Background: an optimization exercise with open tools, aiming at small area and few clock cycles. Do not read the settings as production practice.
RTL that was checked went through simulation tests only; none was proved equivalent to the original.
Function not checked in runs 1 to 5: the RTL went through the layout flow alone.
No activity file was given, so power comes from the tool's default toggle rates.

File: design/flow/design.v
`default_nettype none
module can_enc (
    input  wire         clk,
    input  wire         rst,
    input  wire         in_valid,
    output wire         in_ready,
    input  wire         in_fd,
    input  wire [28:0]  in_id,
    input  wire         in_ext,
    input  wire         in_rtr,
    input  wire         in_fdf,
    input  wire         in_brs,
    input  wire [7:0]   in_len,
    input  wire [511:0] in_data,
    output wire         out_valid,
    input  wire         out_ready,
    output wire [63:0]  out_word,
    output wire         out_last,
    output wire         out_err
);
    reg       len_ok;
    reg [3:0] dlc;
    reg [3:0] lastc;
    always @* begin
        len_ok = 1'b0;
        dlc    = 4'd0;
        lastc  = 4'd0;
        if (in_fd) begin
            case (in_len)
                8'd0:  begin len_ok = 1'b1; dlc = 4'd0;  lastc = 4'd1; end
                8'd1, 8'd2, 8'd3, 8'd4, 8'd5, 8'd6, 8'd7, 8'd8:
                       begin len_ok = 1'b1; dlc = in_len[3:0]; lastc = 4'd3; end
                8'd12: begin len_ok = 1'b1; dlc = 4'd9;  lastc = 4'd3; end
                8'd16: begin len_ok = 1'b1; dlc = 4'd10; lastc = 4'd3; end
                8'd20: begin len_ok = 1'b1; dlc = 4'd11; lastc = 4'd5; end
                8'd24: begin len_ok = 1'b1; dlc = 4'd12; lastc = 4'd5; end
                8'd32: begin len_ok = 1'b1; dlc = 4'd13; lastc = 4'd5; end
                8'd48: begin len_ok = 1'b1; dlc = 4'd14; lastc = 4'd7; end
                8'd64: begin len_ok = 1'b1; dlc = 4'd15; lastc = 4'd9; end
                default: ;
            endcase
        end else begin
            len_ok = (in_len <= 8'd8);
            dlc    = in_len[3:0];
            lastc  = len_ok ? 4'd2 : 4'd0;
        end
    end
    reg  [3:0] cnt;
    wire       last = (cnt == lastc);
    assign out_valid = in_valid;
    assign out_last  = last;
    assign out_err   = ~len_ok;
    assign in_ready  = out_ready & last;
    always @(posedge clk) begin
        if (rst)
            cnt <= 4'd0;
        else if (in_valid && out_ready)
            cnt <= last ? 4'd0 : (cnt == 4'd0 && !in_fd) ? 4'd2 : cnt + 4'd1;
    end
    wire hsel = len_ok & (cnt == 4'd0);
    wire hx   = hsel & in_ext;
    wire hn   = hsel & ~in_ext;
    wire [63:0] valid;
    genvar gk, gb;
    generate
        for (gb = 0; gb < 8; gb = gb + 1) begin : g_v
            assign valid[gb]      = (dlc > gb);
            assign valid[8+gb]    = (gb < 4) ? (dlc >= 4'd9)  : (dlc >= 4'd10);
            assign valid[16+gb]   = (gb < 4) ? (dlc >= 4'd11) : (dlc >= 4'd12);
            assign valid[24+gb]   = (dlc >= 4'd13);
            assign valid[32+gb]   = (dlc >= 4'd14);
            assign valid[40+gb]   = (dlc >= 4'd14);
            assign valid[48+gb]   = (dlc == 4'd15);
            assign valid[56+gb]   = (dlc == 4'd15);
        end
    endgenerate
    wire [63:0] sel;
    generate
        for (gk = 0; gk < 8; gk = gk + 1) begin : g_sel
            wire wsel = len_ok & (cnt == gk + 2);
            for (gb = 0; gb < 8; gb = gb + 1) begin : g_b
                assign sel[8*gk+gb] = wsel & valid[8*gk+gb];
            end
        end
    endgenerate
    wire [63:0] hdr;
    assign hdr[63]    = hx;
    assign hdr[62]    = hsel & in_rtr;
    assign hdr[61]    = 1'b0;
    assign hdr[60:50] = ({11{hx}} & in_id[28:18]) | ({11{hn}} & in_id[10:0]);
    assign hdr[49:32] = {18{hx}} & in_id[17:0];
    assign hdr[31:28] = {4{hsel}} & dlc;
    assign hdr[27:26] = 2'b00;
    assign hdr[25]    = hsel & in_fd & in_fdf;
    assign hdr[24]    = hsel & in_fd & in_brs;
    assign hdr[23:0]  = 24'd0;
    generate
        for (gb = 0; gb < 8; gb = gb + 1) begin : g_out
            wire [7:0] t [0:7];
            for (gk = 0; gk < 8; gk = gk + 1) begin : g_t
                assign t[gk] = {8{sel[8*gk+gb]}} & in_data[511-64*gk-8*gb -: 8];
            end
            assign out_word[63-8*gb -: 8] = hdr[63-8*gb -: 8]
                | t[0] | t[1] | t[2] | t[3] | t[4] | t[5] | t[6] | t[7];
        end
    endgenerate
endmodule
module can_dec (
    input  wire         clk,
    input  wire         rst,
    input  wire         in_valid,
    output wire         in_ready,
    input  wire [63:0]  in_word,
    input  wire         in_fd,
    output wire         out_valid,
    input  wire         out_ready,
    output wire         out_err,
    output reg  [28:0]  out_id,
    output reg          out_ext,
    output reg          out_rtr,
    output reg          out_fdf,
    output reg          out_brs,
    output wire [7:0]   out_len,
    output wire [511:0] out_data,
    output reg  [2:0]   out_status,
    output wire [2:0]   out_slots
);
    wire [31:0] w0 = in_word[63:32];
    wire [31:0] w1 = in_word[31:0];
    reg       fd_r;
    reg [3:0] dlc_r;
    reg [6:0] len;
    reg [2:0] slots;
    reg [3:0] lastc;
    always @* begin
        if (fd_r) begin
            case (dlc_r)
                4'd9:    len = 7'd12;
                4'd10:   len = 7'd16;
                4'd11:   len = 7'd20;
                4'd12:   len = 7'd24;
                4'd13:   len = 7'd32;
                4'd14:   len = 7'd48;
                4'd15:   len = 7'd64;
                default: len = {3'd0, dlc_r};
            endcase
            case (dlc_r)
                4'd0:                      begin slots = 3'd1; lastc = 4'd1; end
                4'd11, 4'd12, 4'd13:       begin slots = 3'd3; lastc = 4'd5; end
                4'd14:                     begin slots = 3'd4; lastc = 4'd7; end
                4'd15:                     begin slots = 3'd5; lastc = 4'd9; end
                default:                   begin slots = 3'd2; lastc = 4'd3; end
            endcase
        end else begin
            len   = {3'd0, dlc_r};
            slots = 3'd1;
            lastc = 4'd2;
        end
    end
    assign out_len   = {1'b0, len};
    assign out_slots = slots;
    assign out_err   = ~fd_r & (dlc_r > 4'd8);
    reg  [3:0] cnt;
    reg        res_r;                        
    wire       hdr     = (cnt == 4'd0);
    wire       last    = ~hdr & (cnt == lastc);
    wire       direct  = (cnt == 4'd9);      
    wire       in_fire = in_valid && in_ready;
    assign out_valid = res_r | (in_valid & direct);
    assign in_ready  = ~(res_r | direct) | out_ready;
    always @(posedge clk) begin
        if (rst) begin
            res_r <= 1'b0;
            cnt   <= 4'd0;
        end else begin
            if (res_r && out_ready)
                res_r <= 1'b0;
            if (in_fire) begin
                if (last) begin
                    cnt   <= 4'd0;
                    res_r <= ~direct;
                end else begin
                    cnt <= (hdr && !in_fd) ? 4'd2 : cnt + 4'd1;
                end
            end
        end
    end
    always @(posedge clk) begin
        if (in_fire && hdr) begin
            fd_r       <= in_fd;
            dlc_r      <= w1[31:28];
            out_ext    <= w0[31];
            out_rtr    <= w0[30];
            out_id     <= w0[31] ? w0[28:0] : {18'd0, w0[28:18]};
            out_fdf    <= in_fd & w1[25];
            out_brs    <= in_fd & w1[24];
            out_status <= w1[2:0];
        end
    end
    wire [63:0] valid;
    genvar gk, gb;
    generate
        for (gb = 0; gb < 8; gb = gb + 1) begin : g_v
            assign valid[gb]      = (dlc_r > gb);
            assign valid[8+gb]    = (gb < 4) ? (dlc_r >= 4'd9)  : (dlc_r >= 4'd10);
            assign valid[16+gb]   = (gb < 4) ? (dlc_r >= 4'd11) : (dlc_r >= 4'd12);
            assign valid[24+gb]   = (dlc_r >= 4'd13);
            assign valid[32+gb]   = (dlc_r >= 4'd14);
            assign valid[40+gb]   = (dlc_r >= 4'd14);
            assign valid[48+gb]   = (dlc_r == 4'd15);
            assign valid[56+gb]   = (dlc_r == 4'd15);
        end
    endgenerate
    wire [7:0] at;                            
    generate
        for (gk = 0; gk < 8; gk = gk + 1) begin : g_at
            assign at[gk] = (cnt == gk + 2);
        end
    endgenerate
    reg [7:0] bmask;
    integer k;
    always @* begin
        bmask = 8'd0;
        for (k = 0; k < 8; k = k + 1)
            bmask = bmask | ({8{at[k]}} & valid[8*k +: 8]);
    end
    wire [63:0] dword;
    generate
        for (gb = 0; gb < 8; gb = gb + 1) begin : g_dw
            assign dword[63-8*gb -: 8] = in_word[63-8*gb -: 8] & {8{bmask[gb]}};
        end
    endgenerate
    reg [447:0] data_r;
    generate
        for (gk = 0; gk < 7; gk = gk + 1) begin : g_word
            always @(posedge clk) begin
                if (in_fire && (hdr || at[gk]))
                    data_r[447-64*gk -: 64] <= dword;
            end
        end
    endgenerate
    assign out_data = {data_r, in_word & {64{direct}}};
endmodule
module can_codec (
    input  wire         clk,
    input  wire         rst,
    input  wire         enc_in_valid,
    output wire         enc_in_ready,
    input  wire         enc_in_fd,
    input  wire [28:0]  enc_in_id,
    input  wire         enc_in_ext,
    input  wire         enc_in_rtr,
    input  wire         enc_in_fdf,
    input  wire         enc_in_brs,
    input  wire [7:0]   enc_in_len,
    input  wire [511:0] enc_in_data,
    output wire         enc_out_valid,
    input  wire         enc_out_ready,
    output wire [63:0]  enc_out_word,
    output wire         enc_out_last,
    output wire         enc_out_err,
    input  wire         dec_in_valid,
    output wire         dec_in_ready,
    input  wire [63:0]  dec_in_word,
    input  wire         dec_in_fd,
    output wire         dec_out_valid,
    input  wire         dec_out_ready,
    output wire         dec_out_err,
    output wire [28:0]  dec_out_id,
    output wire         dec_out_ext,
    output wire         dec_out_rtr,
    output wire         dec_out_fdf,
    output wire         dec_out_brs,
    output wire [7:0]   dec_out_len,
    output wire [511:0] dec_out_data,
    output wire [2:0]   dec_out_status,
    output wire [2:0]   dec_out_slots
);
    can_enc u_enc (
        .clk       (clk),
        .rst       (rst),
        .in_valid  (enc_in_valid),
        .in_ready  (enc_in_ready),
        .in_fd     (enc_in_fd),
        .in_id     (enc_in_id),
        .in_ext    (enc_in_ext),
        .in_rtr    (enc_in_rtr),
        .in_fdf    (enc_in_fdf),
        .in_brs    (enc_in_brs),
        .in_len    (enc_in_len),
        .in_data   (enc_in_data),
        .out_valid (enc_out_valid),
        .out_ready (enc_out_ready),
        .out_word  (enc_out_word),
        .out_last  (enc_out_last),
        .out_err   (enc_out_err)
    );
    can_dec u_dec (
        .clk        (clk),
        .rst        (rst),
        .in_valid   (dec_in_valid),
        .in_ready   (dec_in_ready),
        .in_word    (dec_in_word),
        .in_fd      (dec_in_fd),
        .out_valid  (dec_out_valid),
        .out_ready  (dec_out_ready),
        .out_err    (dec_out_err),
        .out_id     (dec_out_id),
        .out_ext    (dec_out_ext),
        .out_rtr    (dec_out_rtr),
        .out_fdf    (dec_out_fdf),
        .out_brs    (dec_out_brs),
        .out_len    (dec_out_len),
        .out_data   (dec_out_data),
        .out_status (dec_out_status),
        .out_slots  (dec_out_slots)
    );
endmodule
`default_nettype wire
File: design/flow/flow/run.sh
#!/bin/bash
# Standard ORFS layout (the standard.sh, unchanged synthesis), except that
# the port buffers are the smallest buffer cell instead of the one buffer_ports
# picks by itself (clkdlybuf4s50_1). Every port still gets its own buffer.
set -euo pipefail
export BUFFER_PORTS_ARGS="-buffer_cell sky130_fd_sc_hd__buf_1"
bash standard.sh > standard.log 2>&1
File: design/flow/standard.sh
#!/bin/bash
# synth_recipe.tcl (not shown) runs the flow's synth.tcl, then flattens the netlist and writes it again
# the make line also repeats each setting of config.mk as NAME=value (left out here)
make -C /OpenROAD-flow-scripts/flow DESIGN_CONFIG=/design/flow/config.mk WORK_HOME=/design/flow/orfs CLKGATE_MAP_FILE= SYNTH_SCRIPT=/design/flow/synth_recipe.tcl "${@:-finish}"
File: design/flow/config.mk
export PLATFORM = sky130hd
export DESIGN_NAME = can_codec
export DESIGN_NICKNAME = can_codec
export VERILOG_FILES = /design/flow/design.v
export SDC_FILE = /design/flow/constraint.sdc
export NUM_CORES = 4
export LEC_CHECK = 0
export CAP_MARGIN = 0
export CORE_AREA = 10 10 360 360
export DIE_AREA = 0 0 370 370
export SETUP_SLACK_MARGIN = 0.1
export SLEW_MARGIN = 0
File: design/flow/constraint.sdc
create_clock -name core_clock -period 6.0 [get_ports {clk}]
set_input_delay 1.2000 -clock core_clock [delete_from_list [all_inputs] [get_ports {clk}]]
set_output_delay 1.2000 -clock core_clock [all_outputs]
set_load 0.01 [all_outputs]
==> results of run 1 <==
-- critical path, cell delays in order --
cell and delay [ns]:
buf_1 0.29, buf_4 0.28, xnor2_1 0.21, a2bb2oi_1 0.25, o21ai_2 0.17, o21ai_2 0.31
a21oi_4 0.13, buf_12 0.19, a222oi_1 0.51, nand4_1 0.68, buf_12 0.37
-- per-stage QoR --
stage          power (mW)  worst slack (ns)  util, %  instances  TNS [ns]
2_1_floorplan        5.00            -0.671        -       1409    -85.91
3_3_place_gp         5.94             0.130     23.5       4238         0
3_5_place_dp         5.95             0.216     23.5       4238         0
4_1_cts              9.23             0.188     24.9       4335         0
5_1_grt              9.43             0.113     25.0       4360         0
6_report             9.13             0.146     25.0       4366         0
-- metal layers --
layer  part of all wire [%]  track usage, %  vias up  wire length [um]
li1                       -               -     8331                 -
met1                     33            22.0    10300             50800
met2                     52            38.1     1559             80100
met3                     11            7.27      325             16600
met4                    4.4            8.55       46              6830
met5                   0.19               0        -               299
-- final timing paths --
check / startpoint / end / slack (ns)
worst max-delay path: enc_in_len[3] / enc_out_word[58] / 0.15
worst max register to register: u_dec.cnt[2] / u_dec.fd_r / 2.08
worst min register to register: u_dec.res_r / u_dec.res_r / 0.49
worst min-delay path: u_dec.res_r / u_dec.res_r / 0.49
-- sequential cells by signal, summed over array words and instances (netlist names) --
name / flops
u_dec.cnt: 4
u_dec.out_ext: 1
u_dec.dlc_r: 4
u_dec.data_r: 448
u_dec.out_fdf: 1
u_dec.out_brs: 1
u_dec.res_r: 1
u_enc.cnt: 4
u_dec.out_id: 29
u_dec.out_status: 3
u_dec.fd_r: 1
u_dec.out_rtr: 1
-- logic make-up after synthesis --
logic type	Yosys count	share of synthesized area (%)
flops	498	70.5
simple gates	392	10.4
compound gates	360	14.3
buf+inv	119	2.68
mux	23	1.23
fa+ha+maj	8	0.475
xor+xnor	8	0.333
other cells	1	0.0178
-- cells in the mapped netlist, types with 6 or more instances --
cell type and instances:
nand3_1 57, edfxtp_1 489, a21oi_1 20, buf_4 8, inv_1 9, a222oi_1 61, nand4_1 15, a32oi_1 12
clkbuf_1 60, buf_2 34, and3_1 68, a22oi_1 89, nand2_1 64, a221oi_1 28, o21ai_0 10, o31ai_1 13
dfxtp_1 9, nor2b_1 62, and2_1 38, a22o_1 71, nor3_1 22, xnor2_1 6, ha_1 8, buf_6 6
nor2_1 30, mux2_2 23
-- where the power goes --
| group | switching (mW) | internal, mW |
|---|---|---|
| combinational | 1.09 | 0.380 |
| sequential | 0.108 | 4.28 |
| clock | 1.42 | 1.86 |
| total | 2.61 | 6.51 |
-- cell usage in the layout, fill, tap and decap left out, types with 5 or more instances in the layout --
cell type,count
nand2_1,61
clkinv_2,9
edfxtp_1,489
inv_1,8
a22oi_1,89
clkbuf_16,53
nor2b_1,59
buf_12,39
mux2_2,23
xnor2_1,6
a21oi_1,16
ha_1,5
buf_1,1214
a22o_1,71
a221o_1,5
dfxtp_1,9
and2_1,38
a222oi_1,61
o31ai_1,13
nor3_1,22
diode_2,31
nand2b_1,5
nand4_1,15
a221oi_1,28
a32oi_1,12
and3_1,67
buf_4,60
o21ai_0,8
clkinv_1,8
inv_6,6
nor2_1,26
clkbuf_1,7
bufinv_16,5
nand3_1,57
-- what timing repair did --
action                     4_1_cts  5_1_grt
setup endpoints to repair        0        3
setup buffers                    0        0
gates resized for setup          0        2
-- area by class of cell --
class                   instances  share of cell area, %
well taps                    1625                   6.69
flip-flops and latches        498                   48.9
inverters                       9                  0.111
multi-input cells             792                   19.3
repair buffers               1314                   19.1
diodes                         31                  0.255
clock buffers                  60                   4.45
clock inverters                37                   1.26
==> flow_summary.toml, run 1 <==
[logic_synthesis]
synth_top_area_share_pct = 69.7
synth_ff_type = "edfxtp_1"
synth_cell_types = 76
avgSynthCellArea_um2 = 15.0
netlist_area_um2 = 21100
synth_edf_count = 489
synth-seq-cells = 498
synth_fp_nets = 2042
synth_area_leaders = "edfxtp_1, a22oi_1, a22o_1, a222oi_1, and3_1"
synthCells = 1409
yosysWarnings = 2
yosysSeqAreaShare_pct = 70.5
yosysTopAreaCell = "edfxtp_1"
async_flop_share_pct = 0

[worst_setup_path]
end_kind = "primary output"
critPathLaunchType = "input port"
worstPathRequired_ns = 4.80
rr_worst_depth = 8
path_max_fanout = 32
path_class = "input port to primary output"
cp.arrival_ns = 4.65

[layout]
multi_input_area_um2 = 5860
regArea_um2 = 14900
nFillCells = 13100
area_delta_synth_final_pct = 44.3
fin_area_um2 = 30400
layout.nets = 3301
drive_above_1_share_pct = 9.34

[route]
num_vias = 20500
routed_via_density = 4.70
postRouteAntennaNets = 0
wire_per_inst_um = 35.4
drc_errors = 0
drt_first_pass_iters = 10
initialDrtViolationCount = 2850
wl_um = 155000

[placement]
dp_hpwl_um = 130000
gp_congestion = 1.06
placed_area_um2 = 28600
io_buffers = 1253

[sta]
worstMarginPinSlew_ns = 1.21
fin_crit_ns = 5.85
fin_skew_ns = 0.0606
slew_headroom_pct = 18.9
setup_viol = 0
finalHoldViolations = 0
maxSlewViolCount = 0
whs_ns = 0.486
timing.fmax_ghz = 0.171
fin_crit_sh_pct = 97.6
rsz0062_at_grt = "false"

[clocking]
root_buffer = "clkbuf_16"
clk_latency_ns = 0.63
htree_levels = 2
cts_tree = "done"
clockBufferDepth = 3
ctsHoldBuffers = 0
path_clk_slew_ns = 0.06
clock_sinks = 498
cts_buffers = 53

[global_route]
antenna_found_initial = 90
grt_start_max_net_pins = 59
grt_pass1_vias = 20100
grt_pass1_wl_um = 195000
track_usage_pct = 21.0
grt-ovfl-total = 0

[die]
ios = 1255
die_y_um = 370
die_w_um = 370
start_util_pct = 17.3
core_um2 = 122000
row_count = 128
die_area_um2 = 137000

[pwr]
vdd_drop_max_mv = 0.220
power_leakage_nw = 10.1
power_per_cell_area_nw_per_um2 = 300

[status]
status = "complete, no violations"

[min_path]
min_path_type = "register to register"
holdPathStages = 2

[flow_run]
drv_cap = 0
==> run 2, diff against run 1 <==
==> design/flow/config.mk (replaced) <==
export PLATFORM = sky130hd
export DESIGN_NAME = can_codec
export DESIGN_NICKNAME = can_codec
export VERILOG_FILES = /design/flow/design.v
export SDC_FILE = /design/flow/constraint.sdc
export NUM_CORES = 4
export LEC_CHECK = 0
export CAP_MARGIN = 20
export CORE_AREA = 10 10 360 360
export DIE_AREA = 0 0 370 370
export SETUP_SLACK_MARGIN = 0.3
export SLEW_MARGIN = 20
==> run 2 against run 1 <==
Compared with the run above: largest cell class unchanged; routed wire length is 0.45% higher; critical path type unchanged; critical path depth is 1 lower; still clean on timing, DRC and antenna; total power is 0.10% higher.
==> flow_summary.toml, run 2 <==
[placement]
dp_hpwl_um = 130000
gp_congestion = 1.06
io_buffers = 1253

[sta]
whs_ns = 0.488
rsz0062_at_grt = "false"
maxSlewViolCount = 0
slew_headroom_pct = 16.8
finalHoldViolations = 0
fin_crit_sh_pct = 94.3
setup_viol = 0
fin_skew_ns = 0.0626
worstMarginPinSlew_ns = 1.24
timing.fmax_ghz = 0.177
fin_crit_ns = 5.66

[logic_synthesis]
synth-seq-cells = 498
synth_ff_type = "edfxtp_1"
synth_commonest_cells = "edfxtp_1, a22oi_1, a22o_1, and3_1, nand2_1"
netlist_area_um2 = 21100
yosysTopAreaCell = "edfxtp_1"
avgSynthCellArea_um2 = 15.0
yosysSeqAreaShare_pct = 70.5
async_flop_share_pct = 0
synthCells = 1409
synth_cell_types = 76
synth_fp_nets = 2042
synth_top_area_share_pct = 69.7
yosysWarnings = 2
synth_edf_count = 489
yosysMostFrequentCell = "edfxtp_1"
synth_area_leaders = "edfxtp_1, a22oi_1, a22o_1, a222oi_1, and3_1"

[route]
initialDrtViolationCount = 2994
postRouteAntennaNets = 0
drt_first_pass_iters = 10
wire_per_inst_um = 35.6
num_vias = 20600
routed_via_density = 4.71
drc_errors = 0
wl_um = 155000

[worst_setup_path]
crit_chain = "buf_1 > nor4bb_1 > o31a_1 > o211a_1 > nand2_1 > a21oi_4 > buf_12 > a222oi_1 > nand4_1 > buf_12"
cp.arrival_ns = 4.46
critPathLaunchType = "input port"
cp_top_family = "compound AO/OA/AOI/OAI gates"
path_class = "input port to primary output"
worstPathRequired_ns = 4.80
end_kind = "primary output"
crit_top_cell = "buf_12"
slowest_delay_ns = 0.67
cp_slowest_cell = "nand4_1"
cp_num_buf_inv = 3
path_max_fanout = 32

[die]
core_um2 = 122000
die_w_um = 370
row_count = 128
ios = 1255
start_util_pct = 17.3
die_area_um2 = 137000
die_y_um = 370

[clocking]
root_buffer = "clkbuf_16"
path_clk_slew_ns = 0.06
clock_sinks = 498
cts_buffers = 53
cts_tree = "done"
htree_levels = 2
clk_latency_ns = 0.64
clockBufferDepth = 3
ctsHoldBuffers = 0

[layout]
area_delta_synth_final_pct = 44.5
reg_top3 = "u_dec.data_r: 448 flops, u_dec.out_id: 29 flops"
layout.nets = 3302
largest_reg_flops = 448
nFillCells = 13100
final_cell_mix = "buf_1, edfxtp_1, a22oi_1"
drive_above_1_share_pct = 9.66
regMostFlops = "u_dec.data_r"
final_common_cell = "buf_1"

[pwr]
pwr-share-seq_pct = 48.0
swShare_pct = 28.7
p_int_mw = 6.52
p_sw_mw = 2.62
total_power_mw = 9.14
power_leakage_nw = 10.1
comb_power_share_pct = 16.1
p_clk_share_pct = 35.9
vdd_drop_max_mv = 0.221
power_per_cell_area_nw_per_um2 = 300

[global_route]
grt_pass1_wl_um = 195000
grt_pass1_vias = 20100
track_usage_pct = 21.0
antenna_found_initial = 90
grt-ovfl-total = 0
grt_start_max_net_pins = 59

[flow_run]
drv_cap = 0

[min_path]
min_path_type = "register to register"

[status]
status = "complete, no violations"
-- run 2: cell counts after synthesis --
No cell type changed its count.
-- run 2: final timing paths --
path                                    endpoint  cells after the start          start  slack [ns]
worst min-delay path                 u_dec.res_r                      2    u_dec.res_r        0.49
worst min register to register       u_dec.res_r                      2    u_dec.res_r        0.49
worst max register to register        u_dec.fd_r                      8   u_dec.cnt[2]        2.10
worst max-delay path            enc_out_word[58]                     10  enc_in_len[5]        0.34
-- run 2: power by group through the flow --
stage | Clock (mW) | Sequential (mW) | Combinational [mW]
after CTS | 3.34 | 4.39 | 1.50
after global routing | 3.47 | 4.41 | 1.55
after floorplan | 0 | 4.65 | 0.346
final | 3.28 | 4.38 | 1.47
after global placement | 0 | 4.45 | 1.49
after detailed placement | 0 | 4.46 | 1.50
-- run 2: layer usage --
metal	GRT usage [%]	up-vias	share of wire [%]
li1	-	8331	-
met1	22.0	10200	33
met2	38.1	1613	52
met3	7.27	345	11
met4	8.55	48	4.5
met5	0	-	0.19
-- run 2: what timing repair did --
item | 4_1_cts | 5_1_grt
buffers inserted | 0 | 0
endpoints found under the setup margin | 2 | 15
cloned | 0 | 1
pin swaps | 1 | 3
resized for setup | 2 | 9
-- run 2: cell families (layout without fill, tap and decap cells) --
| kind of cell | count (synthesis) | count (layout) | synth area share (%) |
|---|---|---|---|
| xor+xnor | 8 | 8 | 0.333 |
| flops | 498 | 498 | 70.5 |
| simple gates | 392 | 392 | 10.4 |
| buf+inv | 119 | 1420 | 2.68 |
| other cells | 1 | 30 | 0.0178 |
| fa+ha+maj | 8 | 8 | 0.475 |
| mux | 23 | 23 | 1.23 |
| compound gates | 360 | 361 | 14.3 |
-- run 2: per-stage QoR --
stage                     cells  instance area [um2]  setup WS (ns)  TNS (ns)  utilization [%]
after floorplan            1409                21100         -0.671    -85.91                -
after global placement     4238                28600          0.130         0             23.5
after detailed placement   4238                28600          0.216         0             23.5
after CTS                  4335                30300          0.307         0             24.9
after global routing       4361                30400          0.296         0             25.0
final                      4365                30400          0.340         0             25.0
-- run 2: final cells by class --
cell class / count / area (um2) / area share (%)
repair buffers: 1314 / 5800 / 19.0
well taps: 1625 / 2030 / 6.68
multi-input cells: 793 / 5900 / 19.4
diodes: 29 / 72.6 / 0.238
inverters: 9 / 33.8 / 0.111
flip-flops and latches: 498 / 14900 / 48.8
clock inverters: 37 / 384 / 1.26
clock buffers: 60 / 1350 / 4.44
-- run 2: tightest hold or removal path: cells and delay by family, from the launching register on --
kind,cells,cell delay (ns)
compound gates,1,0.05
flops,1,0.32
simple gates,1,0.07
==> run 3, diff against run 2 <==
--- a/design/flow/config.mk
+++ b/design/flow/config.mk
@@ -8,5 +8,6 @@
 export CAP_MARGIN = 20
 export CORE_AREA = 10 10 360 360
 export DIE_AREA = 0 0 370 370
+export GPL_TIMING_DRIVEN = 0
 export SETUP_SLACK_MARGIN = 0.3
 export SLEW_MARGIN = 20
==> run 3 against run 2 <==
Compared with the run above: still clean; non-clock buffer count up 90; sequential power about the same; first-iteration DRC count down 6.1%; count of clock-buffer cells in the layout down 2; combinational power up 6%; core utilization up 0.38 points; register-to-register slack better by 0.10 ns; total power up 3.3%; area after synthesis unchanged; clock skew up 0.0016 ns; largest cell class unchanged; highest routed layer unchanged.
==> flow_summary.toml, run 3 <==
[layout]
final_cell_mix = "buf_1, edfxtp_1, a22oi_1"
finish.utilization_pct = 25.4
nFillCells = 13100
regMostFlops = "u_dec.data_r"
layout.nets = 3390
final_common_cell = "buf_1"
multi_input_area_um2 = 5870
drive_above_1_share_pct = 9.93
regArea_um2 = 14900
area_delta_synth_final_pct = 46.6
final_cells = 4466
reg_top3 = "u_dec.data_r: 448 flops, u_dec.out_id: 29 flops"
fin_area_um2 = 30900
largest_reg_flops = 448

[sta]
whs_ns = 0.498
maxSlewViolCount = 0
timing.fmax_ghz = 0.176
tns_ns = 0
setup_viol = 0
rsz0062_at_grt = "false"
setup_ws_ns = 0.320
worstMarginPinSlew_ns = 1.30
fin_crit_sh_pct = 94.7
slew_headroom_pct = 13.0
fin_crit_ns = 5.68
finalHoldViolations = 0
fin_skew_ns = 0.0642

[route]
postRouteAntennaNets = 0
wl_um = 164000
drt_first_pass_iters = 9
routed_via_density = 4.68
initialDrtViolationCount = 2812
num_vias = 20900
wire_per_inst_um = 36.8
drc_errors = 0

[logic_synthesis]
yosysMostFrequentCell = "edfxtp_1"
synth_ff_type = "edfxtp_1"
async_flop_share_pct = 0
synth_area_leaders = "edfxtp_1, a22oi_1, a22o_1, a222oi_1, and3_1"
synthCells = 1409
avgSynthCellArea_um2 = 15.0
synth-seq-cells = 498
synth_edf_count = 489
synth_cell_types = 76
synth_top_area_share_pct = 69.7
yosysTopAreaCell = "edfxtp_1"
netlist_area_um2 = 21100
synth_fp_nets = 2042
yosysSeqAreaShare_pct = 70.5
synth_commonest_cells = "edfxtp_1, a22oi_1, a22o_1, and3_1, nand2_1"
yosysWarnings = 2

[die]
row_count = 128
core_um2 = 122000
die_y_um = 370
die_area_um2 = 137000
die_w_um = 370
ios = 1255
start_util_pct = 17.3

[worst_setup_path]
cp.arrival_ns = 4.48
path_max_fanout = 10
critPathLaunchType = "input port"
worstPathRequired_ns = 4.80
end_kind = "primary output"
r2r_slack_ns = 2.20
crit_start = "enc_in_len[0]"
rr_startpoint = "u_dec.cnt[3]"
path_class = "input port to primary output"

[min_path]
min_path_type = "register to register"
min_from = "u_dec.res_r"

[placement]
dp_cells = 4320
gp_congestion = 0.952
placed_area_um2 = 28600
dp_hpwl_um = 140000
dp_worst_setup_slack_ns = -0.313
io_buffers = 1251

[clocking]
ctsHoldBuffers = 0
clk_latency_ns = 0.65
htree_levels = 2
cts_tree = "done"
clockBufferDepth = 3
cts_buffers = 52
clock_sinks = 498
path_clk_slew_ns = 0.06
root_buffer = "clkbuf_16"

[global_route]
grt_pass1_vias = 20600
grt-ovfl-total = 0
grt_start_max_net_pins = 46
antenna_found_initial = 94
track_usage_pct = 22.4
grt_pass1_wl_um = 204000

[status]
status = "complete, no violations"

[pwr]
total_power_mw = 9.43
power_leakage_nw = 10.4
power_per_cell_area_nw_per_um2 = 305
vdd_drop_max_mv = 0.244

[flow_run]
drv_cap = 0
run 3: cell count changes in the layout (fill, tap and decap cells not counted), sizes merged:
cell / delta
clkdlybuf4s15: +2
bufinv: +6
clkbuf: +65
o2111a: -1
diode: +11
buf: +21
inv: -1
clkinvlp: -2
run 3: cell type report:
type,count,area share [%]
repair buffers,1294,18.0
well taps,1625,6.58
flip-flops and latches,498,48.1
diodes,40,0.324
clock buffers,58,4.28
multi-input cells,792,19.0
plain buffers,110,1.82
inverters,9,0.117
clock inverters,40,1.77
run 3: cell families after synthesis:
family	count (synthesis)	share of synthesized area [%]
AO/OA/AOI/OAI	360	14.3
XOR/XNOR	8	0.333
adder cells (fa/ha/maj)	8	0.475
buffers and inverters	119	2.68
flip-flops	498	70.5
multiplexers	23	1.23
other	1	0.0178
AND/OR/NAND/NOR	392	10.4
run 3: power by group:
group / total [mW] / switching [mW] / internal, mW / leakage (nW)
Combinational: 1.56 / 1.12 / 0.437 / 4.60
Clock: 3.51 / 1.42 / 2.09 / 0.904
Sequential: 4.37 / 0.0969 / 4.27 / 4.89
run 3: timing repair:
action	in CTS	in global routing
gates resized for setup	36	24
buffers inserted	8	0
setup endpoints to repair	51	23
pin swaps	4	3
run 3: critical path, cell delays in order:
cell      delay, ns
buf_1          0.08
clkbuf_1       0.22
or4_1          0.50
o31ai_4        0.34
o22a_2         0.33
nand2_2        0.22
nor2_1         0.27
clkbuf_4       0.38
a22oi_1        0.33
nand3_1        0.24
buf_2          0.32
run 3: metal layers:
layer | share of wire [%] | vias to the layer above | GRT usage [%] | routed length (um)
met2 | 52 | 1648 | 40.4 | 84600
met3 | 11 | 365 | 8.14 | 18100
met1 | 32 | 10300 | 22.4 | 51900
met4 | 5.6 | 48 | 11.5 | 9190
met5 | 0.18 | - | 0 | 292
li1 | - | 8542 | - | -
run 3: path summary, 6_finish.rpt:
check	to	cells past startpoint
setup / recovery	enc_out_word[62]	11
hold / removal	u_dec.res_r	2
setup reg to reg	u_dec.data_r[412]	9
hold reg to reg	u_dec.res_r	2
==> run 4, diff against run 3 <==
==> design/flow/flow/run.sh (replaced) <==
#!/bin/bash
# Standard ORFS layout (the standard.sh, unchanged synthesis), except:
# - the port buffers are the smallest buffer cell instead of the one
#   buffer_ports picks by itself (clkdlybuf4s50_1); every port still gets
#   its own buffer;
# - the clock tree is built from clkbuf_8 without dummy loads.
set -euo pipefail
export BUFFER_PORTS_ARGS="-buffer_cell sky130_fd_sc_hd__buf_1"
export CTS_ARGS="-sink_clustering_enable -repair_clock_nets -dont_use_dummy_load -buf_list sky130_fd_sc_hd__clkbuf_8"
bash standard.sh > standard.log 2>&1
==> run 4 against run 3 <==
Compared with the run above: still clean; first-iteration DRC count grew 4.5%; die area is the same; synthesized cell count is the same; clock power shrank 31%; count of clock-buffer cells in the layout grew 25; total power shrank 11%; non-clock buffer count grew 1; via count is essentially flat; sequential cell count is the same; highest routed layer unchanged.
==> flow_summary.toml, run 4 <==
[global_route]
grt_pass1_wl_um = 204000
track_usage_pct = 22.5
grt_pass1_vias = 20700
grt_start_max_net_pins = 46
grt-ovfl-total = 0
antenna_found_initial = 91

[layout]
reg_top3 = "u_dec.data_r: 448 flops, u_dec.out_id: 29 flops"
final_cell_mix = "buf_1, edfxtp_1, a22oi_1"
final_common_cell = "buf_1"
largest_reg_flops = 448
fin_area_um2 = 30200
area_delta_synth_final_pct = 43.2
layout.nets = 3422
regMostFlops = "u_dec.data_r"
drive_above_1_share_pct = 10.0
finish.utilization_pct = 24.8

[die]
start_util_pct = 17.3
ios = 1255
core_um2 = 122000
row_count = 128
die_area_um2 = 137000
die_y_um = 370
die_w_um = 370

[placement]
gp_congestion = 0.952
io_buffers = 1251
dp_hpwl_um = 140000
placed_area_um2 = 28600

[sta]
fin_crit_ns = 5.66
setup_viol = 0
slew_headroom_pct = 14.1
maxSlewViolCount = 0
timing.fmax_ghz = 0.177
fin_crit_sh_pct = 94.3
rsz0062_at_grt = "true"
finalHoldViolations = 0
worstMarginPinSlew_ns = 1.29
fin_skew_ns = 0.0891
whs_ns = 0.495
tns_ns = 0

[pwr]
power_per_cell_area_nw_per_um2 = 277
vdd_drop_max_mv = 0.167
power_leakage_nw = 10.1
total_power_mw = 8.36

[clocking]
cts_tree = "done"
clk_latency_ns = 0.73
htree_levels = 3
clockBufferDepth = 3
cts_buffers = 83
root_buffer = "clkbuf_8"
clock_sinks = 498
path_clk_slew_ns = 0.05

[route]
initialDrtViolationCount = 2939
drc_errors = 0
postRouteAntennaNets = 0
num_vias = 20900
routed_via_density = 4.69
wire_per_inst_um = 36.9
drt_first_pass_iters = 11
wl_um = 164000

[min_path]
min_path_type = "register to register"

[logic_synthesis]
synthCells = 1409
synth_edf_count = 489
netlist_area_um2 = 21100
yosysWarnings = 2
synth_area_leaders = "edfxtp_1, a22oi_1, a22o_1, a222oi_1, and3_1"
avgSynthCellArea_um2 = 15.0
synth_fp_nets = 2042
synth-seq-cells = 498
yosysSeqAreaShare_pct = 70.5
yosysMostFrequentCell = "edfxtp_1"
synth_commonest_cells = "edfxtp_1, a22oi_1, a22o_1, and3_1, nand2_1"
async_flop_share_pct = 0
synth_cell_types = 76
synth_ff_type = "edfxtp_1"
yosysTopAreaCell = "edfxtp_1"
synth_top_area_share_pct = 69.7

[status]
status = "complete, no violations"

[worst_setup_path]
crit_chain = "buf_1 > buf_2 > nor3b_1 > o31a_1 > o211a_1 > and3_1 > buf_2 > buf_6 > buf_6 > a222oi_1 > nand3_1 > buf_2"
cp_top_family = "compound AO/OA/AOI/OAI gates"
cp_num_buf_inv = 6
cp.arrival_ns = 4.46
r2r_slack_ns = 2.19
worstPathRequired_ns = 4.80
cp_slowest_cell = "a222oi_1"
end_kind = "primary output"
path_max_fanout = 10
crit_top_cell = "buf_2"
critPathLaunchType = "input port"
slowest_delay_ns = 0.83
path_class = "input port to primary output"

[flow_run]
drv_cap = 0
==> run 4: worst reg2reg max path, cell delays in order, from the launching register on <==
cell and delay (ns):
dfxtp_1 0.30, clkbuf_1 0.35, nor2b_1 0.36, a22oi_1 0.14, o21ai_0 0.25, a22oi_1 0.14, a21boi_0 0.30, clkbuf_1 0.41
nor2_1 0.35, nor2b_1 0.84
==> run 4: final timing paths <==
check	end	startpoint	cells after the start
setup / recovery	enc_out_word[5]	enc_in_len[6]	12
hold reg to reg	u_dec.res_r	u_dec.res_r	2
setup reg to reg	u_dec.data_r[28]	u_dec.cnt[3]	9
hold / removal	u_dec.res_r	u_dec.res_r	2
==> run 4: kinds of logic after synthesis <==
group	synth area share, %
AO/OA/AOI/OAI	14.3
XOR/XNOR	0.333
adder cells (fa/ha/maj)	0.475
buffers and inverters	2.68
flip-flops	70.5
multiplexers	1.23
other	0.0178
AND/OR/NAND/NOR	10.4
==> run 4: final cells by class <==
class | count | area (um2)
Buffer | 110 | 559
Sequential cell | 498 | 14900
Timing Repair Buffer | 1295 | 5570
Multi-Input combinational cell | 792 | 5860
Tap cell | 1625 | 2030
Inverter | 9 | 36.3
Clock buffer | 83 | 1140
Fill cell | 13200 | 91500
Antenna cell | 42 | 105
==> run 4: per-layer routing <==
metal	share of wire (%)	GRT usage, %
met1	31	22.3
met2	52	40.3
met3	12	8.67
met4	5.3	11.9
met5	0.14	0
==> run 4: timing repair <==
action                     CTS  global route
setup endpoints to repair   51            22
buffers inserted             8             0
resized for setup           37            21
hold buffers                 0             0
pin swaps                    4             1
==> run 4: metrics by stage <==
step / cells / setup WS [ns]
2_1_floorplan: 1409 / -0.671
3_3_place_gp: 4285 / -7.11
3_5_place_dp: 4320 / -0.313
4_1_cts: 4411 / 0.259
5_1_grt: 4435 / 0.284
6_report: 4454 / 0.342
==> run 4: where the power goes <==
part           internal, mW  total [mW]  switching [mW]  leakage [nW]
registers              4.28        4.37          0.0965          4.89
clock network          1.21        2.43            1.22         0.597
logic                 0.437        1.56            1.12          4.60
==> run 5, diff against run 4 <==
==> design/flow/flow/run.sh (replaced) <==
#!/bin/bash
# Standard ORFS layout (the standard.sh, unchanged synthesis), except:
# - the port buffers are the smallest buffer cell instead of the one
#   buffer_ports picks by itself (clkdlybuf4s50_1); every port still gets
#   its own buffer;
# - the clock tree uses smaller buffers, larger sink clusters and no dummy
#   loads.
set -euo pipefail
export BUFFER_PORTS_ARGS="-buffer_cell sky130_fd_sc_hd__buf_1"
export CTS_ARGS="-sink_clustering_enable -repair_clock_nets -dont_use_dummy_load -buf_list {sky130_fd_sc_hd__clkbuf_4 sky130_fd_sc_hd__clkbuf_8} -sink_clustering_size 16 -sink_clustering_max_diameter 60"
bash standard.sh > standard.log 2>&1
--- a/design/flow/config.mk
+++ b/design/flow/config.mk
@@ -8,6 +8,5 @@
 export CAP_MARGIN = 20
 export CORE_AREA = 10 10 360 360
 export DIE_AREA = 0 0 370 370
-export GPL_TIMING_DRIVEN = 0
 export SETUP_SLACK_MARGIN = 0.3
 export SLEW_MARGIN = 20
==> run 5 against run 4 <==
Compared with the run above: still clean on timing, DRC and antenna; register-to-register slack worse by 0.13 ns; routed wire length is 5.6% lower; clock power shrank about 30%; hold slack got worse by 0.011 ns; critical path depth shrank 2; sequential share of layout area rose by 1.5 points; clock skew is 0.012 ns lower; critical path type unchanged; largest cell class unchanged; highest routed layer unchanged.
==> flow_summary.toml, run 5 <==
[layout]
largest_reg_flops = 448
fin_area_um2 = 29300
area_delta_synth_final_pct = 39.0
reg_top3 = "u_dec.data_r: 448 flops, u_dec.out_id: 29 flops"
drive_above_1_share_pct = 8.39
layout.nets = 3292
final_common_cell = "buf_1"
final_cells = 4311
regMostFlops = "u_dec.data_r"
final_cell_mix = "buf_1, edfxtp_1, a22oi_1"

[sta]
rsz0062_at_grt = "false"
fin_crit_ns = 5.61
tns_ns = 0
finalHoldViolations = 0
fin_skew_ns = 0.0767
setup_viol = 0
maxSlewViolCount = 0
setup_ws_ns = 0.388
timing.fmax_ghz = 0.178
worstMarginPinSlew_ns = 1.23
slew_headroom_pct = 17.8
fin_crit_sh_pct = 93.5

[flow_run]
drv_cap = 0

[clocking]
clk_latency_ns = 0.65
ctsHoldBuffers = 0
cts_tree = "done"
clockBufferDepth = 3
cts_buffers = 43
cts_setup_buffers = 0
path_clk_slew_ns = 0.05
htree_levels = 2
clock_sinks = 498
root_buffer = "clkbuf_8"

[worst_setup_path]
crit_chain = "buf_1 > nor4bb_1 > o31a_1 > o211a_1 > nand2_1 > a21oi_4 > buf_12 > a222oi_1 > nand4_1 > buf_12"
cp_num_buf_inv = 3
path_class = "input port to primary output"
worstPathRequired_ns = 4.80
cp.arrival_ns = 4.41
crit_top_cell = "buf_12"
path_max_fanout = 32
slowest_delay_ns = 0.64
end_kind = "primary output"
cp_top_family = "compound AO/OA/AOI/OAI gates"
cp_slowest_cell = "nand4_1"
critPathLaunchType = "input port"

[placement]
dp_worst_setup_slack_ns = 0.216
gp_congestion = 1.06
dp_hpwl_um = 130000
placed_area_um2 = 28600
dp_cells = 4238
io_buffers = 1253

[die]
row_count = 128
core_um2 = 122000
die_area_um2 = 137000
start_util_pct = 17.3
ios = 1255
die_w_um = 370
die_y_um = 370

[logic_synthesis]
yosysTopAreaCell = "edfxtp_1"
synth_ff_type = "edfxtp_1"
synth-seq-cells = 498
synthCells = 1409
synth_fp_nets = 2042
synth_commonest_cells = "edfxtp_1, a22oi_1, a22o_1, and3_1, nand2_1"
synth_top_area_share_pct = 69.7
netlist_area_um2 = 21100
synth_edf_count = 489
avgSynthCellArea_um2 = 15.0
yosysWarnings = 2
synth_area_leaders = "edfxtp_1, a22oi_1, a22o_1, a222oi_1, and3_1"
async_flop_share_pct = 0
yosysMostFrequentCell = "edfxtp_1"
yosysSeqAreaShare_pct = 70.5
synth_cell_types = 76

[route]
drt_first_pass_iters = 12
routed_via_density = 4.72
postRouteAntennaNets = 0
num_vias = 20300
wire_per_inst_um = 35.9
initialDrtViolationCount = 2861
wl_um = 155000
drc_errors = 0

[global_route]
grt_pass1_wl_um = 194000
track_usage_pct = 21.0
grt_pass1_vias = 20000
grt_start_max_net_pins = 59
antenna_found_initial = 90
grt-ovfl-total = 0

[status]
status = "complete, no violations"

[min_path]
min_path_type = "register to register"

[pwr]
vdd_drop_max_mv = 0.189
power_per_cell_area_nw_per_um2 = 258
power_leakage_nw = 9.61
==> run 5: final timing paths <==
path	start	to	slack (ns)	cells past startpoint
worst max-delay path	enc_in_len[5]	enc_out_word[58]	0.39	10
worst min-delay path	u_dec.res_r	u_dec.res_r	0.48	2
worst max register to register	u_dec.cnt[2]	u_dec.out_status[0]	2.06	8
worst min register to register	u_dec.res_r	u_dec.res_r	0.48	2
==> run 5: logic make-up after synthesis <==
family | Yosys count | synth area share [%]
adders and majority gates | 8 | 0.475
buffers and inverters | 119 | 2.68
xor gates and xnor gates | 8 | 0.333
AOI/OAI and AO/OA | 360 | 14.3
other | 1 | 0.0178
and+or+nand+nor | 392 | 10.4
muxes | 23 | 1.23
DFF | 498 | 70.5
==> run 5: metrics by stage <==
stage | power, mW | util (%) | hold WS, ns
2_1_floorplan | 5.00 | - | 0.452
3_3_place_gp | 5.94 | 23.5 | 0.477
3_5_place_dp | 5.95 | 23.5 | 0.481
4_1_cts | 7.65 | 24.0 | 0.489
5_1_grt | 7.83 | 24.1 | 0.517
6_report | 7.56 | 24.1 | 0.485
==> run 5: area by class of cell <==
| type | instances | area, um2 |
|---|---|---|
| Inverter | 9 | 33.8 |
| Tap cell | 1625 | 2030 |
| Antenna cell | 29 | 72.6 |
| Sequential cell | 498 | 14900 |
| Multi-Input combinational cell | 793 | 5900 |
| Clock buffer | 43 | 592 |
| Timing Repair Buffer | 1314 | 5800 |
| Fill cell | 13200 | 92400 |
==> run 5: layer usage <==
metal  vias up  share of wire, %  global-route usage (%)
met3       329                10                    7.13
li1       8251                 -                       -
met5         -              0.20                       0
met4        50               4.6                    8.11
met1     10100                33                    21.9
met2      1567                52                    38.3
==> run 5: worst register-to-register path: cells and delay by family (launching register included) <==
kind / cells / cell delay (ns)
DFF: 1 / 0.65
and+or+nand+nor: 4 / 1.17
buffers and inverters: 3 / 1.58
AOI/OAI and AO/OA: 1 / 0.20
==> run 5: repair_timing <==
action | CTS | global route
pin swaps | 1 | 3
cloned | 0 | 1
endpoints found under the setup margin | 2 | 15
resized for setup | 2 | 9
hold endpoints to repair | 0 | 0
==> run 5: where the power goes <==
group	leakage (nW)	switching (mW)	internal, mW
sequential	4.89	0.107	4.27
clock	0.309	1.07	0.639
combinational	4.40	1.09	0.381
total	9.61	2.27	5.29
==> run 6, diff against run 5 <==
--- a/design/flow/design.v
+++ b/design/flow/design.v
@@ -18,35 +18,40 @@
     output wire         out_last,
     output wire         out_err
 );
-    reg       len_ok;
-    reg [3:0] dlc;
-    reg [3:0] lastc;
+    reg len_ok;
     always @* begin
-        len_ok = 1'b0;
-        dlc    = 4'd0;
-        lastc  = 4'd0;
         if (in_fd) begin
             case (in_len)
-                8'd0:  begin len_ok = 1'b1; dlc = 4'd0;  lastc = 4'd1; end
-                8'd1, 8'd2, 8'd3, 8'd4, 8'd5, 8'd6, 8'd7, 8'd8:
-                       begin len_ok = 1'b1; dlc = in_len[3:0]; lastc = 4'd3; end
-                8'd12: begin len_ok = 1'b1; dlc = 4'd9;  lastc = 4'd3; end
-                8'd16: begin len_ok = 1'b1; dlc = 4'd10; lastc = 4'd3; end
-                8'd20: begin len_ok = 1'b1; dlc = 4'd11; lastc = 4'd5; end
-                8'd24: begin len_ok = 1'b1; dlc = 4'd12; lastc = 4'd5; end
-                8'd32: begin len_ok = 1'b1; dlc = 4'd13; lastc = 4'd5; end
-                8'd48: begin len_ok = 1'b1; dlc = 4'd14; lastc = 4'd7; end
-                8'd64: begin len_ok = 1'b1; dlc = 4'd15; lastc = 4'd9; end
-                default: ;
+                8'd0, 8'd1, 8'd2, 8'd3, 8'd4, 8'd5, 8'd6, 8'd7, 8'd8,
+                8'd12, 8'd16, 8'd20, 8'd24, 8'd32, 8'd48, 8'd64:
+                    len_ok = 1'b1;
+                default:
+                    len_ok = 1'b0;
             endcase
         end else begin
             len_ok = (in_len <= 8'd8);
-            dlc    = in_len[3:0];
-            lastc  = len_ok ? 4'd2 : 4'd0;
         end
     end
+    wire [6:0] l    = in_len[6:0];
+    wire ge8  = l[6] | l[5] | l[4] | l[3];
+    wire ge12 = l[6] | l[5] | l[4] | (l[3] & l[2]);
+    wire ge16 = l[6] | l[5] | l[4];
+    wire ge20 = l[6] | l[5] | (l[4] & (l[3] | l[2]));
+    wire ge24 = l[6] | l[5] | (l[4] & l[3]);
+    wire ge32 = l[6] | l[5];
+    wire ge48 = l[6] | (l[5] & l[4]);
+    wire ge64 = l[6];
+    wire [3:0] dlc = ge12 ? {1'b1, ge24,
+                             (ge16 & ~ge24) | ge48,
+                             (ge12 & ~ge16) | (ge20 & ~ge24) | (ge32 & ~ge48) | ge64}
+                          : l[3:0];
+    wire [3:0] lastc = !in_fd  ? 4'd2 :
+                       ge64    ? 4'd9 :
+                       ge48    ? 4'd7 :
+                       ge20    ? 4'd5 :
+                       (l == 7'd0) ? 4'd1 : 4'd3;
     reg  [3:0] cnt;
-    wire       last = (cnt == lastc);
+    wire       last = ~len_ok | (cnt == lastc);
     assign out_valid = in_valid;
     assign out_last  = last;
     assign out_err   = ~len_ok;
@@ -64,20 +69,20 @@
     genvar gk, gb;
     generate
         for (gb = 0; gb < 8; gb = gb + 1) begin : g_v
-            assign valid[gb]      = (dlc > gb);
-            assign valid[8+gb]    = (gb < 4) ? (dlc >= 4'd9)  : (dlc >= 4'd10);
-            assign valid[16+gb]   = (gb < 4) ? (dlc >= 4'd11) : (dlc >= 4'd12);
-            assign valid[24+gb]   = (dlc >= 4'd13);
-            assign valid[32+gb]   = (dlc >= 4'd14);
-            assign valid[40+gb]   = (dlc >= 4'd14);
-            assign valid[48+gb]   = (dlc == 4'd15);
-            assign valid[56+gb]   = (dlc == 4'd15);
+            assign valid[gb]      = ge8 | (l[2:0] > gb);
+            assign valid[8+gb]    = (gb < 4) ? ge12 : ge16;
+            assign valid[16+gb]   = (gb < 4) ? ge20 : ge24;
+            assign valid[24+gb]   = ge32;
+            assign valid[32+gb]   = ge48;
+            assign valid[40+gb]   = ge48;
+            assign valid[48+gb]   = ge64;
+            assign valid[56+gb]   = ge64;
         end
     endgenerate
     wire [63:0] sel;
     generate
         for (gk = 0; gk < 8; gk = gk + 1) begin : g_sel
-            wire wsel = len_ok & (cnt == gk + 2);
+            wire wsel = (cnt == gk + 2);
             for (gb = 0; gb < 8; gb = gb + 1) begin : g_b
                 assign sel[8*gk+gb] = wsel & valid[8*gk+gb];
             end
--- a/design/flow/flow/run.sh
+++ b/design/flow/flow/run.sh
@@ -7,5 +7,6 @@
 #   loads.
 set -euo pipefail
 export BUFFER_PORTS_ARGS="-buffer_cell sky130_fd_sc_hd__buf_1"
-export CTS_ARGS="-sink_clustering_enable -repair_clock_nets -dont_use_dummy_load -buf_list {sky130_fd_sc_hd__clkbuf_4 sky130_fd_sc_hd__clkbuf_8} -sink_clustering_size 16 -sink_clustering_max_diameter 60"
+export CTS_ARGS="-sink_clustering_enable -repair_clock_nets -dont_use_dummy_load -buf_list sky130_fd_sc_hd__clkbuf_8 -sink_clustering_size 16 -sink_clustering_max_diameter 60"
+export GPL_KEEP_OVERFLOW=0
 bash standard.sh > standard.log 2>&1
==> run 6 against run 5 <==
Compared with the run above: still clean on timing, DRC and antenna; critical endpoint is now enc_out_word[46]; global-route usage down 0.21 points; final cell count down 1.3%; critical path type unchanged; first-iteration DRC count down 8.5%; area after synthesis down 4.2%; register-to-register slack better by 0.05 ns; largest cell class unchanged.
==> flow_summary.toml, run 6 <==
[layout]
layout.nets = 3244
final_cell_mix = "buf_1, edfxtp_1, and2_1"
area_delta_synth_final_pct = 42.2
final_common_cell = "buf_1"
reg_top3 = "u_dec.data_r: 448 flops, u_dec.out_id: 29 flops"
nFillCells = 13200
largest_reg_flops = 448
final_cells = 4256
fin_area_um2 = 28700
regMostFlops = "u_dec.data_r"
finish.utilization_pct = 23.6
drive_above_1_share_pct = 6.75

[worst_setup_path]
worstReg2RegEnd = "u_dec.data_r[250]"
worstPathRequired_ns = 4.80
crit_chain = "buf_1 > nand2_1 > nor3b_4 > buf_6 > buf_8 > buf_6 > a22o_1 > a221oi_1 > nand4_1 > buf_1"
critPathLaunchType = "input port"
slowest_delay_ns = 0.65
path_class = "input port to primary output"
cp_top_family = "buffers and inverters"
cp.arrival_ns = 4.47
cp_num_buf_inv = 5
cp_slowest_cell = "nor3b_4"
rr_startpoint = "u_dec.cnt[1]"
r2r_slack_ns = 2.11
path_max_fanout = 19
end_kind = "primary output"
rr_worst_depth = 12

[logic_synthesis]
synth_top_family_by_area = "compound AO/OA/AOI/OAI gates"
netlist_area_um2 = 20200
yosys.area_share.simple_pct = 10.7
synth_fa_ha_area_share_pct = 0.496
synth_edf_count = 489
synth_ff_type = "edfxtp_1"
synth_area_leaders = "edfxtp_1, and2_1, a222oi_1, a22oi_1, nand2_1"
synth_commonest_cells = "edfxtp_1, and2_1, nand2_1, a22oi_1, a222oi_1"
yosysTopAreaCell = "edfxtp_1"
yosysMostFrequentCell = "edfxtp_1"
avgSynthCellArea_um2 = 15.4
synth-seq-cells = 498
yosysWarnings = 2
yosysSeqAreaShare_pct = 73.7
synth_fp_nets = 1946
async_flop_share_pct = 0
synth_compound_area_share_pct = 12.3
synthCells = 1313
muxShareOfSynthArea_pct = 0.719
synthXorXnorAreaFrac_pct = 0.130
synth_cell_types = 71
synth_top_area_share_pct = 72.8

[sta]
worstMarginPinSlew_ns = 1.09
timing.fmax_ghz = 0.176
slew_headroom_pct = 27.7
setup_viol = 0
setup_ws_ns = 0.331
rsz0062_at_grt = "true"
fin_crit_sh_pct = 94.5
maxSlewViolCount = 0
finalHoldViolations = 0
fin_crit_ns = 5.67
whs_ns = 0.525
fin_skew_ns = 0.104
tns_ns = 0

[placement]
placed_area_um2 = 28000
dp_hpwl_um = 133000
dp_worst_setup_slack_ns = 0.0138
dp_cells = 4188
io_buffers = 1253
gp_congestion = 0.986

[global_route]
antenna_found_initial = 108
grt_pass1_vias = 19000
grt_pass1_wl_um = 190000
grt-ovfl-total = 0
track_usage_pct = 20.8
grt_start_max_net_pins = 51

[route]
initialDrtViolationCount = 2618
num_vias = 19300
drt_first_pass_iters = 8
wl_um = 152000
routed_via_density = 4.53
wire_per_inst_um = 35.8
drc_errors = 0
postRouteAntennaNets = 0

[flow_run]
drv_cap = 0

[pwr]
power_leakage_nw = 9.17
p_int_mw = 5.49
power_per_cell_area_nw_per_um2 = 274
pwr-share-seq_pct = 57.3
comb_power_share_pct = 20.7
swShare_pct = 30.1
p_clk_share_pct = 22.0
vdd_drop_max_mv = 0.189
total_power_mw = 7.86
p_sw_mw = 2.37

[clocking]
htree_levels = 2
clock_sinks = 498
path_clk_slew_ns = 0.04
cts_tree = "done"
root_buffer = "clkbuf_8"
cts_buffers = 44
clk_latency_ns = 0.68
clockBufferDepth = 3

[die]
row_count = 128
die_y_um = 370
start_util_pct = 16.6
die_w_um = 370
ios = 1255
die_area_um2 = 137000
core_um2 = 122000

[min_path]
holdPathStages = 2
min_path_type = "register to register"
min_from = "u_dec.res_r"
min_to = "u_dec.res_r"

[status]
status = "complete, no violations"
## run 6: logic make-up after synthesis
kind of cell	Yosys count
flops	498
simple gates	389
other cells	1
compound gates	303
fa+ha+maj	8
mux	13
xor+xnor	3
buf+inv	98
## run 6: worst max path at each step
stage,cells past startpoint,from,slack (ns),to
finish,10,enc_in_len[6],0.33,enc_out_word[46]
global route,11,enc_in_len[6],0.27,enc_out_word[60]
CTS,11,enc_in_len[4],0.27,enc_out_word[63]
detailed placement,7,enc_in_len[6],0.01,enc_out_word[63]
global placement,6,u_dec.cnt[1],-8.86,u_dec.data_r[250]
floorplan,5,dec_out_ready,-1.10,u_dec.data_r[192]
## run 6: what timing repair did
action,in CTS,in global routing
resized for setup,5,3
hold endpoints to repair,0,0
buffers inserted,1,1
setup endpoints to repair,29,9
hold buffers,0,0
pin swaps,2,1
## run 6: final cells by class
type                            instances  area (um2)  share of cell area, %
Clock buffer                           44         606                   2.11
Tap cell                             1625        2030                   7.08
Antenna cell                           22        55.1                  0.192
Inverter                               16        60.1                  0.209
Sequential cell                       498       14900                   51.8
Multi-Input combinational cell        717        5090                   17.7
Timing Repair Buffer                 1334        6000                   20.9
## run 6: routing by layer
| layer | vias to the layer above | share of wire, % | track usage, % |
|---|---|---|---|
| li1 | 7911 | - | - |
| met1 | 9599 | 33 | 21.4 |
| met4 | 74 | 4.6 | 9.12 |
| met5 | - | 0.32 | 0 |
| met2 | 1378 | 50 | 36.0 |
| met3 | 317 | 12 | 9.30 |
## run 6: worst min-delay path, cell delays in order (launching register included)
cell and delay, ns:
dfxtp_1 0.35, a32oi_1 0.07, nor2_1 0.07
## run 6: power groups by stage
stage | combinational (mW) | clock, mW | sequential, mW
floorplan | 0.305 | 0 | 4.84
global placement | 1.44 | 0 | 4.70
detailed placement | 1.66 | 0 | 4.59
CTS | 1.66 | 1.79 | 4.51
global route | 1.72 | 1.91 | 4.54
finish | 1.63 | 1.73 | 4.51
Testbench counts of run 6, summed over its fixed seeds: cycles 14,450.
==> run 7, diff against run 6 <==
--- a/design/flow/flow/run.sh
+++ b/design/flow/flow/run.sh
@@ -8,5 +8,4 @@
 set -euo pipefail
 export BUFFER_PORTS_ARGS="-buffer_cell sky130_fd_sc_hd__buf_1"
 export CTS_ARGS="-sink_clustering_enable -repair_clock_nets -dont_use_dummy_load -buf_list sky130_fd_sc_hd__clkbuf_8 -sink_clustering_size 16 -sink_clustering_max_diameter 60"
-export GPL_KEEP_OVERFLOW=0
 bash standard.sh > standard.log 2>&1
==> run 7 against run 6 <==
Compared with the run above: still clean on timing, DRC and antenna; count of clock-buffer cells in the layout is 1 lower; sequential power barely moved; die area is the same; clock power about the same; sequential share of layout area rose by 0.97 points; worst setup slack gained 0.17 ns; register-to-register slack better by 0.18 ns; synthesized cell count unchanged; largest cell class unchanged; largest power group unchanged; highest routed layer unchanged.
==> flow_summary.toml, run 7 <==
[status]
status = "complete, no violations"

[die]
die_y_um = 370
core_um2 = 122000
die_w_um = 370
row_count = 128
ios = 1255
start_util_pct = 16.6
die_area_um2 = 137000

[placement]
placed_area_um2 = 27500
dp_hpwl_um = 132000
dp_worst_setup_slack_ns = 0.520
io_buffers = 1253
gp_congestion = 0.958

[worst_setup_path]
crit_chain = "buf_1 > nor2_1 > nor3b_4 > buf_4 > a22o_1 > a221oi_1 > nand4_1 > buf_4"
cp_num_buf_inv = 3
worstPathRequired_ns = 4.80
crit_top_cell = "buf_4"
cp_top_family = "compound AO/OA/AOI/OAI gates"
cp.arrival_ns = 4.30
path_class = "input port to primary output"
crit_cells = 8
cp_slowest_cell = "a221oi_1"
critPathLaunchType = "input port"
rr_worst_depth = 8
slowest_delay_ns = 0.87
end_kind = "primary output"
path_max_fanout = 36

[logic_synthesis]
yosysSeqAreaShare_pct = 73.7
synth_fp_nets = 1946
yosysMostFrequentCell = "edfxtp_1"
synth_commonest_cells = "edfxtp_1, and2_1, nand2_1, a22oi_1, a222oi_1"
synth_ff_type = "edfxtp_1"
synth-seq-cells = 498
yosysWarnings = 2
yosysTopAreaCell = "edfxtp_1"
avgSynthCellArea_um2 = 15.4
synthCells = 1313
netlist_area_um2 = 20200
synth_top_area_share_pct = 72.8
synth_edf_count = 489
synth_cell_types = 71
async_flop_share_pct = 0
synth_area_leaders = "edfxtp_1, and2_1, a222oi_1, a22oi_1, nand2_1"

[route]
postRouteAntennaNets = 0
wire_per_inst_um = 36.5
initialDrtViolationCount = 2699
num_vias = 19200
drt_first_pass_iters = 9
wl_um = 154000
drc_errors = 0
routed_via_density = 4.54

[pwr]
power_per_cell_area_nw_per_um2 = 273
p_sw_mw = 2.33
comb_power_share_pct = 19.3
swShare_pct = 30.3
p_clk_share_pct = 22.1
pwr-share-seq_pct = 58.6
vdd_drop_max_mv = 0.190
total_power_mw = 7.70
p_int_mw = 5.37
power_leakage_nw = 8.98

[layout]
layout.nets = 3213
area_delta_synth_final_pct = 39.6
reg_top3 = "u_dec.data_r: 448 flops, u_dec.out_id: 29 flops"
regMostFlops = "u_dec.data_r"
largest_reg_flops = 448
final_cell_mix = "buf_1, edfxtp_1, and2_1"
final_common_cell = "buf_1"
fin_area_um2 = 28200
drive_above_1_share_pct = 6.44

[sta]
tns_ns = 0
maxSlewViolCount = 0
fin_crit_sh_pct = 91.6
fin_crit_ns = 5.50
slew_headroom_pct = 19.4
rsz0062_at_grt = "false"
setup_ws_ns = 0.505
worstMarginPinSlew_ns = 1.20
setup_viol = 0
fin_skew_ns = 0.0686
finalHoldViolations = 0
timing.fmax_ghz = 0.182

[clocking]
cts_buffers = 43
path_clk_slew_ns = 0.04
clockBufferDepth = 3
cts_tree = "done"
ctsHoldBuffers = 0
htree_levels = 2
root_buffer = "clkbuf_8"
clock_sinks = 498
ctsResizeCount = 0
cts_setup_buffers = 0
clk_latency_ns = 0.66

[global_route]
grt_pass1_wl_um = 192000
grt-ovfl-total = 0
grt_pass1_vias = 18700
grt_start_max_net_pins = 65
antenna_found_initial = 119
track_usage_pct = 21.1

[min_path]
min_path_type = "register to register"
holdPathStages = 2

[flow_run]
drv_cap = 0
==> run 7: cells by family (layout without fill, tap and decap cells) <==
group | count (synthesis) | count (layout) | share of synthesized area, %
AO/OA/AOI/OAI | 303 | 303 | 12.3
other | 1 | 26 | 0.0186
AND/OR/NAND/NOR | 389 | 389 | 10.7
multiplexers | 13 | 13 | 0.719
buffers and inverters | 98 | 1363 | 2.00
XOR/XNOR | 3 | 3 | 0.130
adder cells (fa/ha/maj) | 8 | 8 | 0.496
flip-flops | 498 | 498 | 73.7
==> run 7: worst register-to-register path, cell delays in order (launching register included) <==
cell and delay (ns):
dfxtp_1 0.43, inv_1 0.10, ha_1 0.26, or2_1 0.24
a2bb2oi_1 0.27, a21oi_1 0.12, nor3_2 0.75, o21ai_1 0.71
and2_1 0.56
==> run 7: metal layers <==
layer	vias up	GRT usage (%)	routed length, um	part of all wire (%)
met3	305	8.03	16900	11
li1	7837	-	-	-
met4	90	6.56	4390	2.8
met2	1392	36.9	78100	51
met1	9554	23.4	54200	35
met5	-	0	605	0.39
==> run 7: path summary, 6_finish.rpt <==
path,slack [ns],endpoint,from
worst max-delay path,0.50,enc_out_word[40],enc_in_len[6]
worst min-delay path,0.52,u_dec.res_r,u_dec.res_r
worst max register to register,2.29,u_dec.data_r[15],u_dec.cnt[0]
worst min register to register,0.52,u_dec.res_r,u_dec.res_r
==> run 7: power groups by stage <==
stage / clock network [mW] / registers, mW / logic, mW
floorplan: 0 / 4.84 / 0.305
global placement: 0 / 4.58 / 1.50
detailed placement: 0 / 4.59 / 1.52
CTS: 1.76 / 4.51 / 1.52
global route: 1.88 / 4.55 / 1.57
finish: 1.70 / 4.51 / 1.49
==> run 7: metrics by stage <==
step | std cells | hold WS [ns] | utilization (%)
6_report | 4228 | 0.525 | 23.2
4_1_cts | 4203 | 0.523 | 23.1
3_5_place_dp | 4160 | 0.512 | 22.6
2_1_floorplan | 1313 | 0.477 | -
5_1_grt | 4222 | 0.566 | 23.1
3_3_place_gp | 4156 | 0.496 | 22.6
==> run 7: final cells by class <==
cell class | count | area (um2)
Inverter | 16 | 60.1
Multi-Input combinational cell | 717 | 5070
Antenna cell | 25 | 62.6
Sequential cell | 498 | 14900
Tap cell | 1625 | 2030
Fill cell | 13300 | 93500
Clock buffer | 43 | 592
Timing Repair Buffer | 1304 | 5490

-- re-timing with driven ports --
Ports are ideal in the flow. The routed layouts listed here were re-timed in OpenROAD. Step 1 sets driving cells, clkbuf_16 on the clock port and buf_2 on the other inputs (assumed; they add their load-dependent delay and slew). Step 2 also shifts input and output timing later by t, the mid clock arrival at the registers, as if the neighbouring blocks saw the same clock. Slacks: no drivers / after step 1 / after step 2; pairs: no drivers / after step 1.
run | shift t [ns] | slack for setup (ns) | worst setup path at the end | cell pins on the clock port's net
run 1 | 0.664 | 0.146 / 0.089 / 0.089 | input to output | 1
run 2 | 0.666 | 0.340 / 0.285 / 0.285 | input to output | 1
run 3 | 0.674 | 0.320 / 0.281 / 0.281 | input to output | 1
run 4 | 0.735 | 0.342 / 0.290 / 0.290 | input to output | 1
run 5 | 0.682 | 0.388 / 0.328 / 0.328 | input to output | 1
run 6 | 0.689 | 0.331 / 0.267 / 0.267 | input to output | 1
run 7 | 0.694 | 0.505 / 0.454 / 0.454 | input to output | 1
After both steps every run listed still meets setup and hold. For run 6, which loses most, drivers alone change the setup slack by -0.064 ns; drivers and shift together by -0.064 ns.
